Context: an optimization exercise on an open-source flow, tuned for small area, a short achievable clock period and few clock cycles. The choices shown serve that exercise and are no tape-out recipe.
Only simulation tests tie the RTL to the original design; equivalence was not proved.
Power is estimated from default activity; no workload was simulated.

===== design/flow/run.sh =====
#!/bin/bash
# synth_recipe.tcl (not shown) runs the flow's synth.tcl, then flattens the netlist and writes it again
# the make line also repeats each setting of config.mk as NAME=value (left out here)
make -C /OpenROAD-flow-scripts/flow DESIGN_CONFIG=/design/flow/config.mk WORK_HOME=/design/flow/orfs CLKGATE_MAP_FILE= SYNTH_SCRIPT=/design/flow/synth_recipe.tcl finish

===== design/flow/config.mk =====
export PLATFORM = sky130hd
export DESIGN_NAME = b62_core
export DESIGN_NICKNAME = b62_core
export VERILOG_FILES = /design/flow/design.v
export SDC_FILE = /design/flow/constraint.sdc
export NUM_CORES = 4
export LEC_CHECK = 0
export ABC_AREA = 1
export CAP_MARGIN = 20
export CORE_MARGIN = 2
export CORE_UTILIZATION = 55
export SLEW_MARGIN = 20

===== design/flow/constraint.sdc =====
create_clock -name core_clock -period 5.5 [get_ports {clk}]
set_input_delay 1.1000 -clock core_clock [delete_from_list [all_inputs] [get_ports {clk}]]
set_output_delay 1.1000 -clock core_clock [all_outputs]
set_load 0.01 [all_outputs]

===== design/flow/design.v =====
module b62_core (
    input  wire         clk,
    input  wire         rst,       
    input  wire         start,     
    input  wire         dec,       
    input  wire [1:0]   sel,       
    input  wire [5:0]   len,       
    input  wire [343:0] din,
    output reg          ready,
    output reg          done,
    output reg  [1:0]   err,       
    output reg  [5:0]   err_idx,   
    output reg  [5:0]   out_len,
    output wire [343:0] dout
);
    localparam NB = 2;             
    localparam ERR_NONE  = 2'd0;
    localparam ERR_ALPHA = 2'd1;
    localparam ERR_FRAME = 2'd2;
    localparam ERR_OVF   = 2'd3;
    localparam I_IDLE = 0;
    localparam I_ENC  = 1;    
    localparam I_EMAP = 2;    
    localparam I_DMAP = 3;    
    localparam I_HALF = 4;    
    localparam I_CLR  = 5;    
    localparam I_ALGN = 6;    
    localparam [383:0] DIGITS_T = 384'h00000000000000000000000000000000000000000000002baa99e69638a17de75b6995d65534913ce34b2891c6143080;
    localparam [383:0] BYTES_T = 384'h00000000000000000000000000000081f78075c6c06996005d65405134804503c038d3002ca2402071801440c0081000;
    function [7:0] alpha;
        input [1:0] s;
        input [5:0] d;
        reg   [7:0] k;
        begin
            case (s)
                2'd1:    k = (d < 6'd26) ? 8'h41 : (d < 6'd52) ? 8'h47 : 8'hFC;
                2'd2:    k = (d < 6'd10) ? 8'h30 : (d < 6'd36) ? 8'h57 : 8'h1D;
                default: k = (d < 6'd10) ? 8'h30 : (d < 6'd36) ? 8'h37 : 8'h3D;
            endcase
            alpha = k + {2'b00, d};
        end
    endfunction
    function [6:0] sym;
        input [1:0] s;
        input [7:0] c;
        reg         isd, isu, isl;
        reg   [5:0] k;
        reg   [4:0] o;
        begin
            isd = (c[7:4] == 4'h3) && (c[3:0] <= 4'd9);
            isu = (c[7:5] == 3'b010) && (c[4:0] != 5'd0) && (c[4:0] <= 5'd26);
            isl = (c[7:5] == 3'b011) && (c[4:0] != 5'd0) && (c[4:0] <= 5'd26);
            o = isd ? {1'b0, c[3:0]} : c[4:0];
            case (s)
                2'd1:    k = isd ? 6'd52 : isu ? 6'd63 : 6'd25;
                2'd2:    k = isd ? 6'd0  : isu ? 6'd35 : 6'd9;
                default: k = isd ? 6'd0  : isu ? 6'd9  : 6'd35;
            endcase
            sym = (isd | isu | isl) ? {1'b1, k + {1'b0, o}} : 7'd0;
        end
    endfunction
    reg  [6:0]   st;
    reg          dec_r;
    reg  [1:0]   sel_r;
    reg  [5:0]   len_r;       
    reg  [7:0]   cnt;         
    reg  [6:0]   gap;         
    reg  [5:0]   nbyt_r;
    reg  [2:0]   hq;          
    reg  [351:0] r;
    reg  [263:0] dg;          
    reg          bad;         
    reg  [5:0]   bad_idx;
    reg          ovf;
    reg          skip;        
    reg          above;       
    reg          sel_nb;      
    reg          sel_shr;     
    assign dout = r[343:0];
    wire [5:0] ndig = DIGITS_T[6 * len_r +: 6];
    wire [5:0] nbyt = BYTES_T[6 * len_r +: 6];
    integer i, j;
    reg  [343:0] din_rev;
    always @* for (i = 0; i < 344; i = i + 1) din_rev[i] = din[343 - i];
    reg  [NB-1:0] ebits;      
    always @* for (j = 0; j < NB; j = j + 1) ebits[NB-1-j] = above ? 1'b0 : r[96 + j];
    reg  [263:0] dg_dbl;
    reg  [263:0] t;
    reg  [5:0]   d;
    reg          cy, c;
    always @* begin
        t = dg;
        for (j = 0; j < NB; j = j + 1) begin
            cy = ebits[NB-1-j];
            for (i = 0; i < 43; i = i + 1) begin
                d = t[6*i +: 6];
                c = d[5] | (&d[4:0]);
                t[6*i +: 6] = {d[4] ^ (&d[3:0] & c), d[3] ^ (&d[2:0] & c),
                               d[2] ^ (&d[1:0] & c), d[1] ^ (d[0] & c),
                               d[0] ^ c, cy};
                cy = c;
            end
            t[263:258] = 6'd0;
        end
        dg_dbl = t;
    end
    reg  [263:0] dg_half;
    reg  [263:0] h, hn;
    reg  [4:0]   x;
    reg          l;
    reg  [NB-1:0] hbits;
    always @* begin
        h = dg;
        for (j = 0; j < NB; j = j + 1) begin
            hbits[j] = h[0];
            for (i = 0; i < 44; i = i + 1) begin
                x = h[6*i+1 +: 5];
                l = (i < 43) ? h[6*(i+1)] : 1'b0;
                hn[6*i +: 6] = {l & (|x),
                                x[4] ^ (l & ~x[3] & ~x[2] & ~x[1] & ~x[0]),
                                x[3] ^ (l & ~x[2] & ~x[1] & ~x[0]),
                                x[2] ^ (l & ~x[1] & ~x[0]),
                                x[1] ^ (l & ~x[0]),
                                x[0] ^ l};
            end
            h = hn;
        end
        dg_half = h;
    end
    reg  [31:0]  syms;
    reg  [23:0]  digs;
    reg  [3:0]   foreign;
    reg  [6:0]   sv;
    reg  [7:0]   ch;
    always @* begin
        for (j = 0; j < 4; j = j + 1) begin
            syms[8*j +: 8] = (!dec_r && !gap[6] && gap[5:0] > j) ? alpha(sel_r, dg[6*j +: 6]) : 8'd0;
            for (i = 0; i < 8; i = i + 1) ch[i] = r[8*j + 7 - i];
            sv = sym(sel_r, ch);
            if (gap[6] || gap[5:0] <= j) begin
                digs[23-6*j -: 6] = sv[5:0];
                foreign[j]        = !sv[6];
            end else begin
                digs[23-6*j -: 6] = 6'd0;
                foreign[j]        = 1'b0;
            end
        end
    end
    wire [5:0] first_bad = foreign[0] ? 6'd0 - gap[5:0] :
                           foreign[1] ? 6'd1 - gap[5:0] :
                           foreign[2] ? 6'd2 - gap[5:0] :
                                        6'd3 - gap[5:0];
    wire       alpha_err = bad | (|foreign);
    wire       hovf = ({1'b0, cnt[7:3]} >= nbyt_r) && (|hbits);
    wire       last_map = (cnt == 8'd10);
    wire       last_half = (cnt[7:5] == hq) && (cnt[4:0] == 5'd31 - (NB - 1));
    wire [351:0] r_nb = {{NB{1'b0}}, r[351:256 + NB],
                         dec_r ? hbits : r[255 + NB -: NB], r[255:NB]};
    wire [351:0] r_w32 = {syms, r[351:32]};
    reg  [6:0]   st_n;
    reg  [7:0]   cnt_n;
    reg  [6:0]   gap_n;
    reg          fin;         
    reg          skip_n, above_n;
    always @* begin
        st_n  = st;
        cnt_n = cnt;
        gap_n = gap;
        fin   = 1'b0;
        if (st[I_IDLE]) begin
            cnt_n = dec ? 8'd0 : 8'd255;
            gap_n = 7'd44 - {1'b0, len};
            if (start) st_n = dec ? 7'd1 << I_DMAP : 7'd1 << I_ENC;
        end
        if (st[I_ENC]) begin
            if (skip)
                cnt_n = cnt - 8'd32;
            else if (cnt == NB - 1) begin
                cnt_n = 8'd0;
                gap_n = {1'b0, ndig};
                st_n  = 7'd1 << I_EMAP;
            end else
                cnt_n = cnt - NB;
        end
        if (st[I_EMAP] | st[I_DMAP] | st[I_CLR]) begin
            cnt_n = cnt + 8'd1;
            gap_n = gap - 7'd4;
            if (last_map) begin
                if (st[I_DMAP] && !alpha_err && nbyt != 6'd0) begin
                    cnt_n = 8'd0;
                    st_n  = 7'd1 << I_HALF;
                end else begin
                    st_n = 7'd1 << I_IDLE;
                    fin  = 1'b1;
                end
            end
        end
        if (st[I_HALF]) begin
            cnt_n = cnt + NB;
            if (last_half) begin
                if (ovf || hovf || (|dg_half[5:0])) begin
                    cnt_n = 8'd0;
                    st_n  = 7'd1 << I_CLR;
                end else if (hq == 3'd7) begin
                    st_n = 7'd1 << I_IDLE;
                    fin  = 1'b1;
                end else
                    st_n = 7'd1 << I_ALGN;
            end
        end
        if (st[I_ALGN]) begin
            cnt_n = cnt + 8'd32;
            if (cnt[7:5] == 3'd7) begin
                st_n = 7'd1 << I_IDLE;
                fin  = 1'b1;
            end
        end
        if (rst) begin
            st_n = 7'd1 << I_IDLE;
            fin  = 1'b0;
        end
    end
    wire [4:0] cw_32 = cnt[7:3] - 5'd4;
    wire [4:0] cw_nb = (cnt - NB) >> 3;
    always @* begin
        if (st[I_IDLE]) begin
            skip_n  = len <= 6'd28;
            above_n = len <= 6'd31;
        end else if (skip) begin
            skip_n  = {1'b0, cw_32} >= len_r + 6'd3;
            above_n = {1'b0, cw_32} >= len_r;
        end else begin
            skip_n  = {1'b0, cw_nb} >= len_r + 6'd3;
            above_n = {1'b0, cw_nb} >= len_r;
        end
    end
    wire enc_end = !skip && cnt == NB - 1;
    wire sel_nb_n  = (st[I_IDLE] & !dec & !skip_n) | (st[I_ENC] & !enc_end & !skip_n) |
                     (st[I_DMAP] & last_map) | (st[I_HALF] & !last_half);
    wire sel_shr_n = ((st[I_ENC] & enc_end) | st[I_EMAP] | st[I_CLR] | st[I_ALGN] |
                      (st[I_HALF] & last_half)) & !rst;
    always @(posedge clk) begin
        st      <= st_n;
        cnt     <= cnt_n;
        gap     <= gap_n;
        skip    <= skip_n;
        above   <= above_n;
        sel_nb  <= sel_nb_n;
        sel_shr <= sel_shr_n;
        ready   <= st_n[I_IDLE];
        done    <= fin;
        r  <= st[I_IDLE] ? {din_rev, 8'd0} : sel_nb ? r_nb : r_w32;
        dg <= ({264{st[I_ENC]}}  & dg_dbl) |
              ({264{st[I_HALF]}} & dg_half) |
              ({264{st[I_DMAP]}} & {dg[239:0], digs}) |
              ({264{sel_shr}}    & {24'd0, dg[263:24]});
        if (st[I_IDLE]) begin
            dec_r <= dec;
            sel_r <= sel;
            len_r <= len;
        end
        bad <= st[I_DMAP] & alpha_err;
        if (st[I_DMAP] && |foreign && !bad)
            bad_idx <= first_bad;
        ovf <= st[I_HALF] & (ovf | hovf);
        nbyt_r <= nbyt;
        hq     <= (nbyt[4:0] + 5'd3 >> 2) - 3'd1;
        err     <= st[I_DMAP] ? (alpha_err ? ERR_ALPHA : ERR_FRAME) :
                   st[I_CLR]  ? ERR_OVF : ERR_NONE;
        err_idx <= (st[I_DMAP] && alpha_err) ? (bad ? bad_idx : first_bad) : 6'd0;
        out_len <= st[I_EMAP] ? ndig :
                   (st[I_HALF] | st[I_ALGN]) ? nbyt_r : 6'd0;
    end
endmodule

==> results.yml, run 1 <==
detailed_routing:
  drtIter0Drc: 7216
  drc_errors: 0
  wl_per_cell_um: 22.6
  first_pass_iters: 6
  vias: 54600
  drt_wl_total_mm: 208
  drtAntennaViolNets: 0
  avgViaCountPerCell: 5.93
timing:
  setup-tns-final_ns: 0
  period_needed_ns: 3.75
  finalHoldViolCount: 0
  rsz0062_at_grt: "no"
  tightest_slew_ns: 1.07
  fmaxAchievable_mhz: 267
  fin_skew_ns: 0.0330
  slew_viol_final: 0
  fin_crit_sh: 0.682
  slew_headroom: 0.285
  final.setup.worst_slack_ns: 1.75
  finalSetupViolations: 0
  whs_ns: 0.468
global_route:
  gr-usage-all-layers: 0.429
  overflow: 0
  grt_antenna_before_repair: 32
  grt_pass1_vias: 49300
  grt_max_degree: 197
  grt_first_pass_wirelength_mm: 307
placed_design:
  dp_hpwl_mm: 159
  place.gp.congestion: 1.03
  placed_cell_area_um2: 54700
  pre_cts_ws_ns: 1.83
  portBuffers: 715
  dp_cells: 9014
pwr:
  clkPwrFrac: 0.389
  power_frac_comb: 0.211
  p_seq_frac: 0.399
  power_density_nw_per_um2: 265
  p_leak_nw: 27.3
  p_sw_mw: 5.08
  sw_frac_of_total: 0.332
  power.total_mw: 15.3
  p_int_mw: 10.2
  peakVddDrop_mv: 0.270
cts:
  clock_path_buffers: 3
  clk_latency_ns: 0.69
  htreeDepth: 3
  cts-root-buf: "clkbuf_16"
  cts.clk_slew.worst_paths_ns: 0.06
  cts_made_buffers: 82
  numClockSinks: 683
  cts_setup_buffers: 0
  holdBufCountCts: 0
  cts_tree: "built"
  cts_resized: 0
synth:
  synthMuxAreaShare: 0.000202
  synth_seq_area_share: 0.281
  syn_nets: 8396
  async_reset_ff_frac: 0
  synth_xor_area_frac: 0.0323
  synthAdderAreaFrac: 0.0710
  netlist_area_um2: 49600
  yosysUniqueCellTypes: 63
  postSynthAreaPerCell_um2: 6.39
  synth_compound_area_frac: 0.161
  synth_simple_gate_area_share: 0.315
  synth_edf_count: 25
  synth_top_family_by_area: "simple AND/OR/NAND/NOR gates"
  yosys_warnings: 1
  synthFlopType: "dfxtp_1"
  ys_seq_elements: 683
  netlist_instances: 7763
die:
  dieHeight_um: 304
  core-area_um2: 89700
  dieArea_um2: 92700
  io_pins: 716
  rows: 110
  start_util: 0.553
  die_width_um: 304
outcome:
  status: "no timing/DRC/antenna violations"
cells_and_area:
  stdcell_area_um2: 57700
  final_cell_mix: "2103 x nand2_1, 781 x a21oi_1, 751 x nor2_1"
  post-route-util: 0.643
  finalNonFillerCells: 9193
  drive_gt1_frac: 0.0426
  final_common_cell: "nand2_1"
  area_delta_synth_final_pct: 16.2
  nets: 8555
worst_setup_path:
  critPathLaunchType: "flop"
  crit_fanout: 10
  critPathCaptureType: "flop"
  critical_path_required_ns: 6.08
  arrival_ns: 4.33
  path_class: "reg2reg"
job:
  maxCapViolCount: 0
min_path:
  hp-class: "reg2reg"
-- cells by family after synthesis --
group	count (synthesis)
compound gates	1415
simple gates	3724
xor+xnor	182
buf+inv	1481
fa+ha+maj	277
mux	1
flops	683
-- registers in the layout (all words and copies together) (netlist names), 2 cells and up --
name     flops
cnt          8
dg         264
sel_r        2
err          2
hq           3
st           7
bad_idx      6
nbyt_r       6
gap          7
r          352
err_idx      6
out_len      6
len_r        6
-- critical path, cell delays in order (launching register included) --
cell and delay (ns):
edfxtp_1 0.41, ha_1 0.46, nor2_1 0.62, inv_1 0.44, o21ai_0 0.23, a21oi_1 0.12
ha_1 0.34, a21oi_1 0.15, nand2_1 0.08, nand2_1 0.08, nand2_1 0.06, a21oi_1 0.16
nor2_1 0.07, o21ai_0 0.20, a21oi_1 0.09, o21ai_1 0.08, nand2_1 0.06
-- power by group through the flow --
| stage | registers [mW] | clock network (mW) | logic [mW] |
|---|---|---|---|
| 2_1_floorplan | 5.72 | 0 | 2.09 |
| 3_3_place_gp | 6.17 | 0 | 3.11 |
| 3_5_place_dp | 6.16 | 0 | 3.14 |
| 4_1_cts | 6.06 | 5.96 | 3.16 |
| 5_1_grt | 6.10 | 6.16 | 3.48 |
| 6_report | 6.11 | 5.96 | 3.24 |
-- final cells by class --
cell class | instances | area (um2)
fill | 8448 | 32100
multi-input combinational | 5599 | 28800
sequential | 683 | 13900
timing repair buffer | 743 | 7440
inverter | 813 | 3070
clock buffer | 110 | 2300
tap | 1176 | 1470
clock inverter | 41 | 589
antenna | 28 | 70.1
-- per-layer routing --
metal / wire [um] / vias up / GRT usage
met5: 47 / - / 0
met1: 82000 / 25300 / 0.560
met3: 23800 / 509 / 0.104
li1: - / 25700 / -
met2: 87400 / 3134 / 0.633
met4: 14400 / 6 / 0.268
-- path summary, 6_finish.rpt --
kind,from,end,slack [ns],cells after the start
worst max-delay path,sel_r[1],r[351],1.75,16
worst max register to register,sel_r[1],r[351],1.75,16
worst min register to register,dg[263],dg[261],0.47,2
worst min-delay path,dg[263],dg[261],0.47,2
-- cell usage after synthesis, types with 4 or more instances --
cell type  instances  area, um2
xor2_1            55        482
o21ai_1           26        130
and2_1             8       50.1
a22oi_1            6       45.0
nand2_1         2103       7890
inv_1            750       2820
nand3_1          511       2560
o21ai_0          228       1140
o2111ai_1        121       1060
edfxtp_1          25        751
nor2_2             8       50.1
o211ai_1          19        143
a21o_1             4       30.0
inv_2             57        214
buf_2             32        160
ha_1             269       3370
xnor2_1          126       1100
fa_1               8        160
o221ai_1          11       96.3
a21oi_1          781       3910
o311ai_0           4       35.0
clkbuf_1         258        968
buf_4            345       2590
clkinv_1           5       18.8
dfxtp_1          658      13200
nand4_1          158        988
a211oi_1          10       75.1
nor3_1            71        355
buf_1             31        116
nor4_1             5       31.3
o22ai_1          111        694
nand3b_1          12       90.1
a31oi_1           69        432
nor3_2            37        370
or2_2             44        275
o31ai_1            5       37.5
nand2_2            4       25.0
nor2_1           751       2820
Testbench counts, summed over its fixed seeds: cycles 404,470.
==> run 2, diff against run 1 <==
--- a/design/flow/config.mk
+++ b/design/flow/config.mk
@@ -11,2 +11,3 @@
 export CORE_UTILIZATION = 55
+export SETUP_SLACK_MARGIN = 2.5
 export SLEW_MARGIN = 20
==> results.yml, run 2 <==
detailed_routing:
  drtAntennaViolNets: 0
  first_pass_iters: 8
  drc_errors: 0
  avgViaCountPerCell: 5.97
  drtIter0Drc: 7330
  vias: 55100
  wl_per_cell_um: 22.7
  drt_wl_total_mm: 210
cells_and_area:
  regMostFlops: "r"
  drive_gt1_frac: 0.0638
  largest_register_ff_count: 352
  final_cell_mix: "2088 x nand2_1, 767 x a21oi_1, 743 x nor2_1"
  nets: 8591
  area_delta_synth_final_pct: 17.6
  final_common_cell: "nand2_1"
  post-route-util: 0.650
  stdcell_area_um2: 58300
  reg_top3: "r x352, dg x264, cnt x8"
placed_design:
  placed_cell_area_um2: 54700
  dp_hpwl_mm: 158
  place.gp.congestion: 1.00
  portBuffers: 715
synth:
  synth_most_common_cell: "nand2_1"
  yosysUniqueCellTypes: 63
  ys_seq_elements: 683
  synth_area_leader_cell: "dfxtp_1"
  synth_commonest_cells: "2103 x nand2_1, 781 x a21oi_1, 751 x nor2_1, 750 x inv_1, 658 x dfxtp_1"
  netlist_area_um2: 49600
  synth_seq_area_share: 0.281
  synthFlopType: "dfxtp_1"
  synth_edf_count: 25
  async_reset_ff_frac: 0
  yosys_warnings: 1
  yosys.area.top_type_share: 0.265
  syn_nets: 8396
  netlist_top_cells_area: "dfxtp_1 27%, nand2_1 16%, a21oi_1 7.9%, ha_1 6.8%, nor2_1 5.7%"
  netlist_instances: 7763
  postSynthAreaPerCell_um2: 6.39
pwr:
  power_frac_comb: 0.223
  clkPwrFrac: 0.371
  power_density_nw_per_um2: 259
  peakVddDrop_mv: 0.247
  power.total_mw: 15.1
  p_sw_mw: 5.00
  p_int_mw: 10.1
  sw_frac_of_total: 0.331
  p_seq_frac: 0.405
  p_leak_nw: 27.5
die:
  dieHeight_um: 304
  io_pins: 716
  die_width_um: 304
  core-area_um2: 89700
  start_util: 0.553
  rows: 110
  dieArea_um2: 92700
timing:
  period_needed_ns: 3.04
  fin_crit_sh: 0.552
  tightest_slew_ns: 1.13
  finalSetupViolations: 0
  fmaxAchievable_mhz: 329
  fin_skew_ns: 0.0198
  slew_viol_final: 0
  slew_headroom: 0.249
  setup-tns-final_ns: 0
  rsz0062_at_grt: "yes"
  finalHoldViolCount: 0
worst_setup_path:
  path_class: "reg2out"
  rr_startpoint: "r[3]"
  critical_path_required_ns: 4.40
  cp_cell_sequence: "clkdlybuf4s50_1"
  critPathLaunchType: "flop"
  cp_num_buf_inv: 1
  r2r-end: "dg[23]"
  arrival_ns: 1.94
  setup.reg_to_reg.worst_slack_ns: 2.49
  cp_slowest_cell: "clkdlybuf4s50_1"
  critPathTopFamily: "buffers and inverters"
  critPathCaptureType: "output pin"
  path_depth: 1
  crit_path_start: "r[160]"
  crit_path_max_incr_delay_ns: 0.64
  reg2reg_depth: 18
  crit_fanout: 3
cts:
  clock_path_buffers: 3
  cts.clk_slew.worst_paths_ns: 0.06
  numClockSinks: 683
  htreeDepth: 3
  cts_made_buffers: 82
  clk_latency_ns: 0.67
  holdBufCountCts: 0
  cts_tree: "built"
  cts-root-buf: "clkbuf_16"
global_route:
  overflow: 0
  grt_antenna_before_repair: 24
  grt_pass1_vias: 49200
  gr-usage-all-layers: 0.429
  grt_first_pass_wirelength_mm: 307
  grt_max_degree: 211
min_path:
  min-delay-start: "dg[261]"
  hp-class: "reg2reg"
  min_to: "dg[259]"
  min_path_cells: 2
job:
  maxCapViolCount: 0
outcome:
  status: "no timing/DRC/antenna violations"
==> run 2: cell type report <==
| cell class | count | area (um2) |
|---|---|---|
| multi-input combinational | 5599 | 29200 |
| clock inverter | 28 | 299 |
| clock buffer | 121 | 2370 |
| antenna | 24 | 60.1 |
| inverter | 813 | 3080 |
| timing repair inverter | 1 | 7.51 |
| sequential | 683 | 14000 |
| timing repair buffer | 778 | 7840 |
| tap | 1176 | 1470 |
| fill | 8373 | 31400 |
==> run 2: routing by layer <==
layer	routed length, um	global-route usage
met1	84000	0.576
met5	23	0
met4	14300	0.247
met2	87400	0.633
met3	23900	0.0947
==> run 2: kinds of logic (layout without fill, tap and decap cells) <==
group | after synthesis | in the layout | share of synthesized area
simple gates | 3724 | 3724 | 0.315
buf+inv | 1481 | 1741 | 0.139
compound gates | 1415 | 1415 | 0.161
flops | 683 | 683 | 0.281
fa+ha+maj | 277 | 277 | 0.0710
xor+xnor | 182 | 182 | 0.0323
mux | 1 | 1 | 0.000202
other cells | 0 | 24 | 0
==> run 2: tightest hold or removal path, cell delays in order (launching register included) <==
cell and delay (ns):
dfxtp_1 0.33, nand2_1 0.05, o21ai_0 0.05
==> run 2: what timing repair did <==
item,CTS,global route
pin swaps,1,45
gates resized for setup,56,143
gates cloned,2,1
buffers inserted,9,25
setup endpoints to repair,63,67
hold endpoints to repair,0,0
==> run 2: metrics by stage <==
| step | worst slack [ns] | instances | hold slack (ns) |
|---|---|---|---|
| 2_1_floorplan | 2.50 | 7763 | 0.429 |
| 3_3_place_gp | 1.78 | 9013 | 0.446 |
| 3_5_place_dp | 1.75 | 9013 | 0.447 |
| 4_1_cts | 2.36 | 9173 | 0.462 |
| 5_1_grt | 2.30 | 9220 | 0.493 |
| 6_report | 2.46 | 9223 | 0.462 |
==> run 2: how the worst max path moves through the flow <==
stage	end	slack (ns)
floorplan	r[326]	2.50
global placement	r[326]	1.78
detailed placement	r[334]	1.75
CTS	r[334]	2.36
global route	r[342]	2.30
finish	dout[160]	2.46
==> run 2: power groups by stage <==
| stage | logic (mW) | clock network [mW] | registers (mW) |
|---|---|---|---|
| after floorplan | 2.09 | 0 | 5.72 |
| after global placement | 3.09 | 0 | 6.16 |
| after detailed placement | 3.12 | 0 | 6.16 |
| after CTS | 3.19 | 5.60 | 6.06 |
| after global routing | 3.60 | 5.80 | 6.10 |
| final | 3.37 | 5.61 | 6.12 |
==> run 3, diff against run 2 <==
--- a/design/flow/design.v
+++ b/design/flow/design.v
@@ -70,3 +70,3 @@
     reg  [351:0] r;
-    reg  [263:0] dg;          
+    reg  [257:0] dg;          
     reg          bad;         
@@ -86,4 +86,4 @@
     always @* for (j = 0; j < NB; j = j + 1) ebits[NB-1-j] = above ? 1'b0 : r[96 + j];
-    reg  [263:0] dg_dbl;
-    reg  [263:0] t;
+    reg  [257:0] dg_dbl;
+    reg  [257:0] t;
     reg  [5:0]   d;
@@ -102,3 +102,2 @@
             end
-            t[263:258] = 6'd0;
         end
@@ -106,4 +105,4 @@
     end
-    reg  [263:0] dg_half;
-    reg  [263:0] h, hn;
+    reg  [257:0] dg_half;
+    reg  [257:0] h, hn;
     reg  [4:0]   x;
@@ -115,5 +114,5 @@
             hbits[j] = h[0];
-            for (i = 0; i < 44; i = i + 1) begin
+            for (i = 0; i < 43; i = i + 1) begin
                 x = h[6*i+1 +: 5];
-                l = (i < 43) ? h[6*(i+1)] : 1'b0;
+                l = (i < 42) ? h[6*(i+1)] : 1'b0;
                 hn[6*i +: 6] = {l & (|x),
@@ -252,6 +251,6 @@
         r  <= st[I_IDLE] ? {din_rev, 8'd0} : sel_nb ? r_nb : r_w32;
-        dg <= ({264{st[I_ENC]}}  & dg_dbl) |
-              ({264{st[I_HALF]}} & dg_half) |
-              ({264{st[I_DMAP]}} & {dg[239:0], digs}) |
-              ({264{sel_shr}}    & {24'd0, dg[263:24]});
+        dg <= ({258{st[I_ENC]}}  & dg_dbl) |
+              ({258{st[I_HALF]}} & dg_half) |
+              ({258{st[I_DMAP]}} & {dg[233:0], digs}) |
+              ({258{sel_shr}}    & {24'd0, dg[257:24]});
         if (st[I_IDLE]) begin
==> design/flow/flow/run.sh (new file) <==
#!/bin/bash
# The standard layout, with one change: the port buffers that global
# placement inserts on every input and output are sky130_fd_sc_hd__buf_2
# cells instead of the flow's default pick (clkdlybuf4s50_1, a delay cell).
# standard.sh's full output goes to standard.log in the work folder.
set -o pipefail
export BUFFER_PORTS_ARGS="-buffer_cell sky130_fd_sc_hd__buf_2"
bash standard.sh > standard.log 2>&1
==> design/flow/standard.sh (new file) <==
#!/bin/bash
# synth_recipe.tcl (not shown) runs the flow's synth.tcl, then flattens the netlist and writes it again
# the make line also repeats each setting of config.mk as NAME=value (left out here)
make -C /OpenROAD-flow-scripts/flow DESIGN_CONFIG=/design/flow/config.mk WORK_HOME=/design/flow/orfs CLKGATE_MAP_FILE= SYNTH_SCRIPT=/design/flow/synth_recipe.tcl "${@:-finish}"
removed: design/flow/run.sh
==> results.yml, run 3 <==
outcome:
  status: "no timing/DRC/antenna violations"
detailed_routing:
  drtIter0Drc: 7648
  avgViaCountPerCell: 5.96
  first_pass_iters: 9
  drc_errors: 0
  wl_per_cell_um: 23.5
  drt_wl_total_mm: 214
  vias: 54300
  drtAntennaViolNets: 0
timing:
  setup-tns-final_ns: 0
  finalHoldViolCount: 0
  whs_ns: 0.483
  period_needed_ns: 2.92
  fmaxAchievable_mhz: 343
  tightest_slew_ns: 1.42
  slew_viol_final: 0
  fin_crit_sh: 0.531
  slew_headroom: 0.0549
  fin_skew_ns: 0.0266
  finalSetupViolations: 0
  rsz0062_at_grt: "yes"
cells_and_area:
  largest_register_ff_count: 352
  multiInputGateArea_um2: 28900
  regMostFlops: "r"
  drive_gt1_frac: 0.150
  nets: 8482
  reg_top3: "r x352, dg x258, cnt x8"
  area_delta_synth_final_pct: 9.24
  final_cell_mix: "1967 x nand2_1, 778 x a21oi_1, 751 x inv_1"
  fillers: 8728
  final_common_cell: "nand2_1"
  seq_area_um2: 13800
cts:
  clock_path_buffers: 3
  clk_latency_ns: 0.67
  numClockSinks: 677
  cts.clk_slew.worst_paths_ns: 0.07
  cts-root-buf: "clkbuf_16"
  cts_tree: "built"
  cts_made_buffers: 81
  htreeDepth: 3
synth:
  synth_most_common_cell: "nand2_1"
  netlist_top_cells_area: "dfxtp_1 26%, nand2_1 15%, a21oi_1 7.9%, ha_1 6.8%, inv_1 5.8%"
  synth_edf_count: 25
  yosysUniqueCellTypes: 60
  syn_nets: 8299
  yosys.area.top_type_share: 0.264
  synth_commonest_cells: "1968 x nand2_1, 782 x a21oi_1, 764 x inv_1, 738 x nor2_1, 652 x dfxtp_1"
  async_reset_ff_frac: 0
  yosys_warnings: 1
  synthFlopType: "dfxtp_1"
  synth_seq_area_share: 0.279
  ys_seq_elements: 677
  postSynthAreaPerCell_um2: 6.45
  netlist_instances: 7668
  netlist_area_um2: 49400
  synth_area_leader_cell: "dfxtp_1"
worst_setup_path:
  rr_startpoint: "sel_r[0]"
  arrival_ns: 3.51
  setup.reg_to_reg.worst_slack_ns: 2.58
  reg2reg_depth: 18
  critPathCaptureType: "flop"
  cp_cell_sequence: "inv_2, ha_4, clkinvlp_4, buf_4, o21ai_2, o21ai_1, inv_1, ha_2, fa_2, nand2_1, inv_1, o21ai_1, nand2_1, a21o_1, a21oi_2, xor2_1, nand2_1, a21oi_1"
  path_class: "reg2reg"
  cp_slowest_cell: "edfxtp_1"
  crit_top_cell: "nand2_1"
  crit_path_max_incr_delay_ns: 0.46
  crit_fanout: 6
  critical_path_required_ns: 6.09
  r2r-end: "r[326]"
  critPathTopFamily: "adder cells"
  cp_num_buf_inv: 5
  critPathLaunchType: "flop"
die:
  dieArea_um2: 92300
  start_util: 0.557
  rows: 109
  dieHeight_um: 304
  die_width_um: 304
  io_pins: 716
  core-area_um2: 88800
min_path:
  hp-class: "reg2reg"
  min_to: "r[315]"
  min-delay-start: "r[347]"
  min_path_cells: 2
pwr:
  p_int_mw: 9.44
  power_frac_comb: 0.205
  sw_frac_of_total: 0.348
  p_leak_nw: 26.9
  p_sw_mw: 5.05
  power_density_nw_per_um2: 268
  p_seq_frac: 0.418
  clkPwrFrac: 0.376
  peakVddDrop_mv: 0.287
global_route:
  grt_max_degree: 208
  grt_first_pass_wirelength_mm: 311
  gr-usage-all-layers: 0.441
  overflow: 0
  grt_antenna_before_repair: 30
  grt_pass1_vias: 49100
job:
  maxCapViolCount: 0
placed_design:
  portBuffers: 715
  dp_hpwl_mm: 166
  place.gp.congestion: 1.06
## run 3: cell types whose count changed after synthesis, sizes merged, moves of 8 or more
cell / delta
o211ai: +13
nand3: -13
a31oi: -16
buf: +12
nand4: -17
inv: -12
nor2: -8
clkbuf: -11
o21ai: +14
nand2: -60
## run 3: final cells by class
class | count | area share
multi-input combinational | 5520 | 0.535
inverter | 802 | 0.0565
timing repair buffer | 767 | 0.0757
tap | 1165 | 0.0270
timing repair inverter | 2 | 0.000232
sequential | 677 | 0.256
clock buffer | 121 | 0.0428
antenna | 31 | 0.00144
clock inverter | 23 | 0.00477
## run 3: worst max path at each step
stage	to	slack, ns	cells after the start	from
global route	r[342]	2.37	18	sel_r[0]
detailed placement	r[342]	1.97	18	sel_r[0]
floorplan	r[349]	2.52	16	sel_r[1]
CTS	r[342]	2.47	19	sel_r[1]
finish	r[326]	2.58	18	sel_r[0]
global placement	r[349]	2.00	16	sel_r[0]
## run 3: cells by family (layout without fill, tap and decap cells)
| kind of cell | Yosys count | count (layout) | synth area share |
|---|---|---|---|
| AND/OR/NAND/NOR | 3618 | 3618 | 0.312 |
| XOR/XNOR | 186 | 186 | 0.0331 |
| AO/OA/AOI/OAI | 1440 | 1440 | 0.165 |
| buffers and inverters | 1471 | 1715 | 0.140 |
| adder cells (fa/ha/maj) | 275 | 275 | 0.0708 |
| flip-flops | 677 | 677 | 0.279 |
| multiplexers | 1 | 1 | 0.000202 |
| other | 0 | 31 | 0 |
## run 3: through the flow
stage	setup WS (ns)	power [mW]	cell area [um2]	instances	util
CTS	2.47	14.3	53600	9057	0.604
detailed placement	1.97	8.91	50900	8904	0.573
floorplan	2.52	7.79	49500	7668	-
global route	2.37	14.9	54000	9103	0.608
finish	2.58	14.5	54000	9108	0.608
global placement	2.00	8.90	50900	8904	0.573
## run 3: layer usage
| metal | vias up | track usage | wire length, um |
|---|---|---|---|
| met5 | - | 0 | 55 |
| met4 | 8 | 0.290 | 16100 |
| met3 | 575 | 0.136 | 26600 |
| met2 | 3093 | 0.664 | 90700 |
| met1 | 25200 | 0.542 | 80700 |
| li1 | 25400 | - | - |
## run 3: worst min-delay path: stages (launching register included)
cell and delay (ns):
dfxtp_1 0.32, nand2_1 0.06, a21oi_1 0.06
## run 3: repair_timing
| action | CTS | global route |
|---|---|---|
| setup endpoints to repair | 29 | 40 |
| gates cloned | 1 | 2 |
| hold buffers | 0 | 0 |
| setup buffers | 8 | 18 |
| resized for setup | 20 | 63 |
| pin swaps | 1 | 11 |
## run 3: power by group through the flow
stage	clock (mW)	combinational (mW)	sequential, mW
after floorplan	0	2.12	5.67
after global placement	0	2.79	6.11
after detailed placement	0	2.81	6.10
after CTS	5.44	2.84	6.00
after global routing	5.62	3.18	6.05
final	5.45	2.98	6.06
Testbench counts of run 3, summed over its fixed seeds: cycles 404,470.
==> run 4, diff against run 3 <==
--- a/design/flow/design.v
+++ b/design/flow/design.v
@@ -63,3 +63,4 @@
     reg          dec_r;
-    reg  [1:0]   sel_r;
+    reg          sel1_r;      
+    reg          sel2_r;      
     reg  [5:0]   len_r;       
@@ -135,5 +136,5 @@
         for (j = 0; j < 4; j = j + 1) begin
-            syms[8*j +: 8] = (!dec_r && !gap[6] && gap[5:0] > j) ? alpha(sel_r, dg[6*j +: 6]) : 8'd0;
+            syms[8*j +: 8] = (!dec_r && !gap[6] && gap[5:0] > j) ? alpha({sel2_r, sel1_r}, dg[6*j +: 6]) : 8'd0;
             for (i = 0; i < 8; i = i + 1) ch[i] = r[8*j + 7 - i];
-            sv = sym(sel_r, ch);
+            sv = sym({sel2_r, sel1_r}, ch);
             if (gap[6] || gap[5:0] <= j) begin
@@ -257,3 +258,4 @@
             dec_r <= dec;
-            sel_r <= sel;
+            sel1_r <= sel == 2'd1;
+            sel2_r <= sel == 2'd2;
             len_r <= len;
==> design/flow/flow/run.sh (replaced) <==
#!/bin/bash
# The standard layout, with one change: the port buffers that global
# placement inserts on every input and output are sky130_fd_sc_hd__buf_1
# cells instead of the flow's default pick (clkdlybuf4s50_1, a delay cell).
# standard.sh's full output goes to standard.log in the work folder.
set -o pipefail
export BUFFER_PORTS_ARGS="-buffer_cell sky130_fd_sc_hd__buf_1"
bash standard.sh > standard.log 2>&1
--- a/design/flow/config.mk
+++ b/design/flow/config.mk
@@ -11,3 +11,3 @@
 export CORE_UTILIZATION = 55
-export SETUP_SLACK_MARGIN = 2.5
+export SETUP_SLACK_MARGIN = 2.75
 export SLEW_MARGIN = 20
==> results.yml, run 4 <==
global_route:
  grt_pass1_vias: 49900
  groute.layer.met1.usage: 0.554
  grt_most_used_layer: "met2"
  gr-usage-all-layers: 0.467
  grt_max_degree: 188
  overflow: 0
  grt_antenna_before_repair: 22
  grtUsageMet3: 0.149
  gr-usage-met2: 0.705
  grt_first_pass_wirelength_mm: 321
timing:
  final.setup.worst_slack_ns: 2.68
  rsz0062_at_grt: "yes"
  fin_crit_sh: 0.513
  tightest_slew_ns: 1.07
  finalHoldViolCount: 0
  slew_headroom: 0.284
  period_needed_ns: 2.82
  fin_skew_ns: 0.0278
  whs_ns: 0.474
  setup-tns-final_ns: 0
  fmaxAchievable_mhz: 354
  finalSetupViolations: 0
  slew_viol_final: 0
pwr:
  peakVddDrop_mv: 0.284
  power_density_nw_per_um2: 275
  p_leak_nw: 25.6
worst_setup_path:
  setup.reg_to_reg.worst_slack_ns: 2.69
  critPathTopFamily: "buffers and inverters"
  reg2reg_depth: 17
  cp_slowest_cell: "buf_1"
  path_class: "reg2out"
  critical_path_required_ns: 4.40
  cp_cell_sequence: "buf_1"
  critPathCaptureType: "output pin"
  critPathLaunchType: "flop"
  rr_startpoint: "sel2_r"
  crit_path_max_incr_delay_ns: 0.54
  r2r-end: "r[326]"
  cp_num_buf_inv: 1
  crit_fanout: 3
  arrival_ns: 1.72
synth:
  postSynthAreaPerCell_um2: 6.43
  yosys.area.top_type_share: 0.265
  synthFlopType: "dfxtp_1"
  synth_most_common_cell: "nand2_1"
  syn_nets: 8309
  synth_area_leader_cell: "dfxtp_1"
  synth_edf_count: 25
  netlist_area_um2: 49300
  netlist_instances: 7678
  yosysUniqueCellTypes: 55
  synth_commonest_cells: "1980 x nand2_1, 787 x a21oi_1, 781 x inv_1, 749 x nor2_1, 652 x dfxtp_1"
  yosys_warnings: 1
  async_reset_ff_frac: 0
  netlist_top_cells_area: "dfxtp_1 26%, nand2_1 15%, a21oi_1 8.0%, ha_1 6.8%, inv_1 5.9%"
  ys_seq_elements: 677
  synth_seq_area_share: 0.280
detailed_routing:
  avgViaCountPerCell: 6.09
  wl_per_cell_um: 24.5
  drtIter0Drc: 7920
  drc_errors: 0
  drtAntennaViolNets: 0
  first_pass_iters: 9
  drt_wl_total_mm: 225
  vias: 55800
cts:
  cts-root-buf: "clkbuf_16"
  numClockSinks: 677
  cts_made_buffers: 82
  clock_path_buffers: 3
  clk_latency_ns: 0.70
  cts.clk_slew.worst_paths_ns: 0.06
  htreeDepth: 3
  cts_tree: "built"
cells_and_area:
  regMostFlops: "r"
  post-route-util: 0.609
  drive_gt1_frac: 0.0786
  largest_register_ff_count: 352
  final_common_cell: "nand2_1"
  final_cell_mix: "1963 x nand2_1, 775 x a21oi_1, 764 x inv_1"
  area_delta_synth_final_pct: 9.48
  reg_top3: "r x352, dg x258, cnt x8"
  nets: 8527
die:
  io_pins: 716
  rows: 109
  core-area_um2: 88600
  die_width_um: 304
  dieArea_um2: 92100
  start_util: 0.557
  dieHeight_um: 304
min_path:
  min_path_cells: 2
  hp-class: "reg2reg"
  min-delay-start: "r[349]"
  min_to: "r[317]"
placed_design:
  pre_cts_ws_ns: 2.23
  portBuffers: 715
  place.gp.congestion: 1.12
  dp_hpwl_mm: 173
outcome:
  status: "no timing/DRC/antenna violations"
job:
  maxCapViolCount: 0
==> run 4: cell count changes after synthesis, sizes merged, moves of 4 or more <==
cell    before   now
a22oi        8    12
o21a         3     7
nor2       752   758
nand2     2050  2036
nand3      501   516
xnor2      128   120
nand3b       6    10
buf        421   410
clkbuf     248   258
==> run 4: per-stage QoR <==
| step | cells | power, mW | instance area (um2) |
|---|---|---|---|
| after floorplan | 7678 | 7.77 | 49400 |
| after global placement | 8916 | 8.79 | 50000 |
| after detailed placement | 8916 | 8.81 | 50000 |
| after CTS | 9099 | 14.5 | 53200 |
| after global routing | 9146 | 15.2 | 54000 |
| final | 9156 | 14.9 | 54000 |
==> run 4: worst max path at each step <==
stage            from        end  slack, ns  cells past startpoint
2_1_floorplan  sel1_r     r[334]       2.73                     20
3_3_place_gp   sel2_r     r[350]       2.21                     13
3_5_place_dp   sel2_r     r[326]       2.23                     19
4_1_cts         dg[2]     r[326]       2.66                     18
5_1_grt         dg[2]     r[326]       2.57                     18
6_report       r[204]  dout[204]       2.68                      1
==> run 4: per-layer routing <==
layer  up-vias  share of wire
met5         -         0.0016
met4        10          0.088
met3       906           0.12
met2      3583           0.43
met1     25800           0.36
li1      25500              -
==> run 4: layout make-up <==
class,instances,area [um2]
clock inverters,25,354
fillers,8692,34600
flip-flops and latches,677,14000
repair buffers,801,3500
well taps,1165,1460
multi-input cells,5529,29100
clock buffers,125,2470
inverters,804,3070
repair inverters,1,6.26
diodes,29,72.6
==> run 4: logic make-up (layout without fill, tap and decap cells) <==
group	after synthesis	after routing	share of synthesized area
AO/OA/AOI/OAI	1442	1442	0.165
flip-flops	677	677	0.280
adder cells (fa/ha/maj)	275	275	0.0710
other	0	29	0
XOR/XNOR	180	180	0.0321
buffers and inverters	1472	1756	0.139
AND/OR/NAND/NOR	3632	3632	0.313
==> run 4: power by group <==
part,internal (mW),total (mW),leakage [nW],switching (mW)
Combinational,0.929,2.99,18.6,2.06
Sequential,5.33,6.12,5.68,0.792
Clock,3.28,5.75,1.38,2.48
Total,9.53,14.9,25.6,5.33
==> run 4: repair_timing <==
item                                    CTS  global route
hold buffers                              0             0
cloned                                    1             0
pin swaps                                 9            59
gates resized for setup                  61           203
endpoints found under the setup margin   62           122
setup buffers                            32            28
==> run 4: worst reg2reg max path, delay by kind of cell (launching register included) <==
family          cells  cell delay (ns)
buf+inv             3             0.31
xor+xnor            1             0.18
compound gates      5             0.61
fa+ha+maj           2             0.75
flops               1             0.44
simple gates        6             0.45
Testbench counts of run 4, summed over its fixed seeds: cycles 404,470.
==> run 5, diff against run 4 <==
--- a/design/flow/config.mk
+++ b/design/flow/config.mk
@@ -10,3 +10,4 @@
 export CORE_MARGIN = 2
-export CORE_UTILIZATION = 55
+export CORE_UTILIZATION = 65
+export CTS_BUF_LIST = sky130_fd_sc_hd__clkbuf_8
 export SETUP_SLACK_MARGIN = 2.75
==> results.yml, run 5 <==
outcome:
  status: "no timing/DRC/antenna violations"
pwr:
  p_leak_nw: 25.8
  power_density_nw_per_um2: 266
  peakVddDrop_mv: 0.238
cells_and_area:
  final_cell_mix: "1959 x nand2_1, 799 x inv_1, 775 x a21oi_1"
  area_delta_synth_final_pct: 8.93
  regMostFlops: "r"
  nets: 8587
  largest_register_ff_count: 352
  drive_gt1_frac: 0.0946
  finalNonFillerCells: 9056
  final_common_cell: "nand2_1"
  reg_top3: "r x352, dg x258, cnt x8"
job:
  maxCapViolCount: 0
min_path:
  min-delay-start: "r[349]"
  hp-class: "reg2reg"
  min_path_cells: 2
timing:
  finalHoldViolCount: 0
  fin_crit_sh: 0.529
  setup-tns-final_ns: 0
  slew_headroom: 0.0701
  fin_skew_ns: 0.0465
  rsz0062_at_grt: "yes"
  slew_viol_final: 0
  tightest_slew_ns: 1.39
  finalSetupViolations: 0
  period_needed_ns: 2.91
  fmaxAchievable_mhz: 344
worst_setup_path:
  cp_cell_sequence: "ha_4, buf_12, buf_12, buf_6, nor2_2, nand2_1, o31ai_4, fa_2, nand2_2, inv_2, o21ai_1, nand2_1, nand2_1, nand2_1, a21oi_2, o21ai_1, a21o_1, a21oi_2"
  cp_num_buf_inv: 4
  crit_path_max_incr_delay_ns: 0.43
  critPathLaunchType: "flop"
  reg2reg_depth: 18
  critical_path_required_ns: 6.23
  arrival_ns: 3.63
  critPathTopFamily: "compound AO/OA/AOI/OAI gates"
  path_class: "reg2reg"
  crit_path_start: "sel2_r"
  cp_slowest_cell: "edfxtp_1"
  crit_fanout: 5
  rr_startpoint: "sel2_r"
  critPathCaptureType: "flop"
  crit_top_cell: "nand2_1"
  path_depth: 18
detailed_routing:
  vias: 59000
  avgViaCountPerCell: 6.51
  drtAntennaViolNets: 0
  wl_per_cell_um: 25.3
  drc_errors: 0
  drtIter0Drc: 10800
  first_pass_iters: 13
  drt_wl_total_mm: 229
synth:
  synthFlopType: "dfxtp_1"
  netlist_instances: 7678
  netlist_top_cells_area: "dfxtp_1 26%, nand2_1 15%, a21oi_1 8.0%, ha_1 6.8%, inv_1 5.9%"
  syn_nets: 8309
  netlist_area_um2: 49300
  yosysUniqueCellTypes: 55
  synth_most_common_cell: "nand2_1"
  synth_commonest_cells: "1980 x nand2_1, 787 x a21oi_1, 781 x inv_1, 749 x nor2_1, 652 x dfxtp_1"
  yosys_warnings: 1
  postSynthAreaPerCell_um2: 6.43
  async_reset_ff_frac: 0
  yosys.area.top_type_share: 0.265
  synth_seq_area_share: 0.280
  synth_edf_count: 25
  ys_seq_elements: 677
  synth_area_leader_cell: "dfxtp_1"
global_route:
  grt_first_pass_wirelength_mm: 325
  overflow: 0
  grt_pass1_vias: 52200
  gr-usage-all-layers: 0.551
  grt_antenna_before_repair: 31
  grt_max_degree: 231
die:
  die_width_um: 280
  core-area_um2: 75600
  dieHeight_um: 280
  io_pins: 716
  rows: 101
  start_util: 0.653
  dieArea_um2: 78100
placed_design:
  portBuffers: 715
  dp_cells: 8726
  dp_hpwl_mm: 170
  place.gp.congestion: 1.36
cts:
  holdBufCountCts: 0
  cts.clk_slew.worst_paths_ns: 0.06
  clk_latency_ns: 0.82
  htreeDepth: 3
  clock_path_buffers: 3
  cts-root-buf: "clkbuf_8"
  numClockSinks: 677
  cts_made_buffers: 120
  cts_tree: "built"
-- run 5: cell counts after synthesis --
No cell type changed its count.
-- run 5: repair_timing --
item                                    4_1_cts  5_1_grt
hold endpoints to repair                      0        0
gates resized for setup                      95      263
pin swaps                                     7       70
endpoints found under the setup margin      117      148
cloned                                        2        1
setup buffers                                25       58
-- run 5: cell type report --
| class | instances | area (um2) |
|---|---|---|
| inverter | 804 | 3070 |
| antenna | 25 | 62.6 |
| tap | 978 | 1220 |
| sequential | 677 | 14000 |
| timing repair buffer | 821 | 3730 |
| clock inverter | 78 | 498 |
| timing repair inverter | 3 | 20.0 |
| fill | 6301 | 21800 |
| multi-input combinational | 5529 | 29200 |
| clock buffer | 141 | 1940 |
-- run 5: worst reg2reg max path: stages, from the launching register on --
cell and delay [ns]:
edfxtp_1 0.43, ha_4 0.37, buf_12 0.13, buf_12 0.11, buf_6 0.10, nor2_2 0.03, nand2_1 0.10, o31ai_4 0.09
fa_2 0.38, nand2_2 0.08, inv_2 0.04, o21ai_1 0.16, nand2_1 0.10, nand2_1 0.08, nand2_1 0.07, a21oi_2 0.17
o21ai_1 0.09, a21o_1 0.18, a21oi_2 0.12
-- run 5: metrics by stage --
step                      worst slack [ns]  utilization  hold slack, ns  power [mW]  instance area, um2
final                                 2.59        0.711           0.477        14.3               53700
after global routing                  2.49        0.711           0.493        14.5               53700
after CTS                             2.68        0.695           0.478        13.7               52600
after detailed placement              2.23        0.658           0.466        8.84               49700
after global placement                2.33        0.658           0.447        8.80               49700
after floorplan                       2.73            -           0.434        7.77               49400
-- run 5: cells by family (layout without fill, tap and decap cells) --
group	after synthesis	count (layout)	share of synthesized area
AOI/OAI and AO/OA	1442	1442	0.165
xor gates and xnor gates	180	180	0.0321
adders and majority gates	275	275	0.0710
buffers and inverters	1472	1847	0.139
DFF	677	677	0.280
other	0	25	0
and+or+nand+nor	3632	3632	0.313
-- run 5: final timing paths --
path	end	slack (ns)
setup / recovery	r[334]	2.59
hold / removal	r[317]	0.48
setup reg to reg	r[334]	2.59
hold reg to reg	r[317]	0.48
-- run 5: layer usage --
layer  track usage  wire (um)  vias to the layer above
met3         0.253      38700                     1501
met4         0.445      24300                       22
met1         0.642      75900                    26400
met5        0.0463        543                        -
li1              -          -                    25600
met2         0.769      89300                     5425
-- run 5: where the power goes --
group	switching (mW)	leakage (nW)	internal, mW
Combinational	2.23	18.7	0.959
Clock	2.41	1.41	2.57
Sequential	0.799	5.68	5.33
==> run 6, diff against run 5 <==
--- a/design/flow/design.v
+++ b/design/flow/design.v
@@ -32,10 +32,13 @@
         input [5:0] d;
-        reg   [7:0] k;
+        reg         lt10, lt26, lt36, lt52;
         begin
+            lt10 = d < 6'd10;
+            lt26 = d < 6'd26;
+            lt36 = d < 6'd36;
+            lt52 = d < 6'd52;
             case (s)
-                2'd1:    k = (d < 6'd26) ? 8'h41 : (d < 6'd52) ? 8'h47 : 8'hFC;
-                2'd2:    k = (d < 6'd10) ? 8'h30 : (d < 6'd36) ? 8'h57 : 8'h1D;
-                default: k = (d < 6'd10) ? 8'h30 : (d < 6'd36) ? 8'h37 : 8'h3D;
+                2'd1:    alpha = lt26 ? {2'b00, d} + 8'h41 : lt52 ? {2'b00, d} + 8'h47 : {2'b00, d} - 8'h04;
+                2'd2:    alpha = lt10 ? {2'b00, d} + 8'h30 : lt36 ? {2'b00, d} + 8'h57 : {2'b00, d} + 8'h1D;
+                default: alpha = lt10 ? {2'b00, d} + 8'h30 : lt36 ? {2'b00, d} + 8'h37 : {2'b00, d} + 8'h3D;
             endcase
-            alpha = k + {2'b00, d};
         end
--- a/design/flow/config.mk
+++ b/design/flow/config.mk
@@ -10,4 +10,3 @@
 export CORE_MARGIN = 2
-export CORE_UTILIZATION = 65
-export CTS_BUF_LIST = sky130_fd_sc_hd__clkbuf_8
+export CORE_UTILIZATION = 55
 export SETUP_SLACK_MARGIN = 2.75
==> results.yml, run 6 <==
cells_and_area:
  regMostFlops: "r"
  stdcell_area_um2: 56400
  final_cell_mix: "1956 x nand2_1, 1031 x inv_1, 713 x buf_1"
  nets: 8568
  final_common_cell: "nand2_1"
  area_delta_synth_final_pct: 10.2
  drive_gt1_frac: 0.0951
  reg_top3: "r x352, dg x258, cnt x8"
  largest_register_ff_count: 352
synth:
  synth_most_common_cell: "nand2_1"
  netlist_instances: 7637
  synth_area_leader_cell: "dfxtp_1"
  synth_top_family_by_area: "simple AND/OR/NAND/NOR gates"
  async_reset_ff_frac: 0
  synthFlopType: "dfxtp_1"
  synthMuxAreaShare: 0
  yosys.area.top_type_share: 0.255
  yosysUniqueCellTypes: 66
  netlist_top_cells_area: "dfxtp_1 25%, nand2_1 14%, inv_1 7.8%, ha_1 7.1%, nand3_1 5.3%"
  synth_commonest_cells: "1975 x nand2_1, 1061 x inv_1, 652 x dfxtp_1, 543 x nand3_1, 437 x nor2_1"
  synth_seq_area_share: 0.270
  ys_seq_elements: 677
  postSynthAreaPerCell_um2: 6.70
  synthAdderAreaFrac: 0.0745
  synth_compound_area_frac: 0.169
  synth_xor_area_frac: 0.0366
  syn_nets: 8293
  netlist_area_um2: 51200
  yosys_warnings: 1
  synth_simple_gate_area_share: 0.292
  synth_edf_count: 25
worst_setup_path:
  reg2reg_depth: 4
  crit_path_max_incr_delay_ns: 0.49
  critPathLaunchType: "flop"
  arrival_ns: 1.68
  rr_startpoint: "st[0]"
  critPathCaptureType: "output pin"
  setup.reg_to_reg.worst_slack_ns: 2.74
  critPathTopFamily: "flip-flops"
  critical_path_required_ns: 4.40
  cp_cell_sequence: "buf_1"
  crit_fanout: 2
  r2r-end: "r[54]"
  path_depth: 1
  cp_num_buf_inv: 1
  cp_slowest_cell: "dfxtp_1"
  path_class: "reg2out"
global_route:
  grt_pass1_vias: 50000
  grt_antenna_before_repair: 13
  overflow: 0
  grt_max_degree: 213
  gr-usage-all-layers: 0.451
  grt_first_pass_wirelength_mm: 324
cts:
  cts-root-buf: "clkbuf_16"
  clk_latency_ns: 0.70
  numClockSinks: 677
  cts.clk_slew.worst_paths_ns: 0.06
  cts_tree: "built"
  htreeDepth: 3
  clock_path_buffers: 3
  cts_made_buffers: 82
pwr:
  p_leak_nw: 26.5
  power_density_nw_per_um2: 261
  peakVddDrop_mv: 0.256
timing:
  fin_crit_sh: 0.505
  slew_headroom: 0.250
  final.setup.worst_slack_ns: 2.72
  period_needed_ns: 2.78
  setup-tns-final_ns: 0
  finalSetupViolations: 0
  slew_viol_final: 0
  finalHoldViolCount: 0
  rsz0062_at_grt: "yes"
  fmaxAchievable_mhz: 360
  tightest_slew_ns: 1.12
  fin_skew_ns: 0.0415
min_path:
  hp-class: "reg2reg"
  min-delay-start: "r[316]"
  min_path_cells: 2
  min_to: "r[314]"
placed_design:
  dp_hpwl_mm: 177
  place.gp.congestion: 1.07
  pre_cts_ws_ns: 1.88
  portBuffers: 715
  placed_cell_area_um2: 51900
detailed_routing:
  drc_errors: 0
  drtIter0Drc: 7467
  vias: 55800
  drt_wl_total_mm: 227
  first_pass_iters: 6
  wl_per_cell_um: 24.6
  drtAntennaViolNets: 0
  avgViaCountPerCell: 6.04
die:
  dieArea_um2: 95500
  io_pins: 716
  start_util: 0.557
  core-area_um2: 91900
  dieHeight_um: 309
  rows: 111
  die_width_um: 309
outcome:
  status: "no timing/DRC/antenna violations"
job:
  maxCapViolCount: 0
run 6: cell count changes in the layout (fill, tap and decap cells not counted), sizes merged, moves of 28 or more:
cell	change
a21oi	-603
buf	+52
clkbuf	-47
inv	+263
nand3	+30
nor2	-302
o211ai	+54
o21ai	+40
o221ai	+278
xor2	+28
run 6: what timing repair did:
item | 4_1_cts | 5_1_grt
gates cloned | 1 | 3
endpoints found under the setup margin | 225 | 216
pin swaps | 7 | 41
gates resized for setup | 107 | 173
setup buffers | 32 | 66
hold buffers | 0 | 0
run 6: per-stage QoR:
stage	util	cells	hold slack [ns]	power, mW
floorplan	-	7637	0.448	7.63
global placement	0.564	8969	0.485	8.61
detailed placement	0.564	8969	0.511	8.63
CTS	0.601	9148	0.496	14.4
global route	0.613	9224	0.533	15.1
finish	0.614	9231	0.514	14.7
run 6: cell type report:
class | count | area [um2]
clock inverters | 26 | 445
flip-flops and latches | 677 | 14000
multi-input cells | 5179 | 29900
well taps | 1243 | 1560
inverters | 1124 | 4290
repair inverters | 1 | 5.00
fillers | 8943 | 35500
clock buffers | 120 | 2380
diodes | 14 | 35.0
repair buffers | 847 | 3870
run 6: worst max-delay path by stage:
stage / from / to
floorplan: sel2_r / dg[5]
global placement: sel2_r / dg[22]
detailed placement: sel2_r / dg[22]
CTS: r[15] / dg[17]
global route: sel1_r / dg[22]
finish: r[32] / dout[32]
run 6: power breakdown:
part           internal, mW  leakage (nW)  total [mW]  switching (mW)
sequential             5.33          5.67        5.77           0.439
clock                  3.36          1.37        5.82            2.46
combinational         0.904          19.4        3.12            2.21
total                  9.59          26.5        14.7            5.12
run 6: cell families after synthesis:
kind of cell               after synthesis
and+or+nand+nor                       3398
buffers and inverters                 1782
AOI/OAI and AO/OA                     1268
DFF                                    677
adders and majority gates              300
xor gates and xnor gates               212
run 6: layer usage:
metal / up-vias / wire [um] / GRT usage
met1: 26100 / 86600 / 0.569
li1: 25700 / - / -
met5: - / 80 / 0
met4: 12 / 16300 / 0.289
met2: 3304 / 93600 / 0.650
met3: 617 / 30600 / 0.161
Testbench counts of run 6, summed over its fixed seeds: cycles 404,470.

==> static timing again, ports no longer ideal <==
Ports are ideal in the flow. The routed layouts listed here were re-timed in OpenROAD. Step 1: set_driving_cell puts a clkbuf_16 on clk and a buf_2 on each other input, an assumption about the parent block. Step 2 moves the port delays by t, midway between the first and last clock arrival at a register: inputs arrive t later, outputs are due t later. That takes back most of the time a late clock gives input paths. a / b / c = ideal / step 1 / step 2; a / b = the first two.
run | t (ns) | setup slack, ns | hold slack, ns | worst setup path at the end
run 1 | 0.750 | 1.751 / 1.751 / 1.751 | 0.468 / 0.468 / 0.468 | register to register
run 2 | 0.728 | 2.463 / 2.391 / 2.490 | 0.462 / 0.462 / 0.462 | register to register
run 3 | 0.726 | 2.582 / 2.582 / 2.582 | 0.483 / 0.483 / 0.483 | register to register
run 4 | 0.764 | 2.679 / 2.599 / 2.691 | 0.474 / 0.474 / 0.474 | register to register
run 5 | 0.869 | 2.592 / 2.580 / 2.592 | 0.477 / 0.470 / 0.477 | register to register
run 6 | 0.754 | 2.723 / 2.650 / 2.741 | 0.514 / 0.514 / 0.514 | register to register
After both steps setup and hold are still met in every run listed.
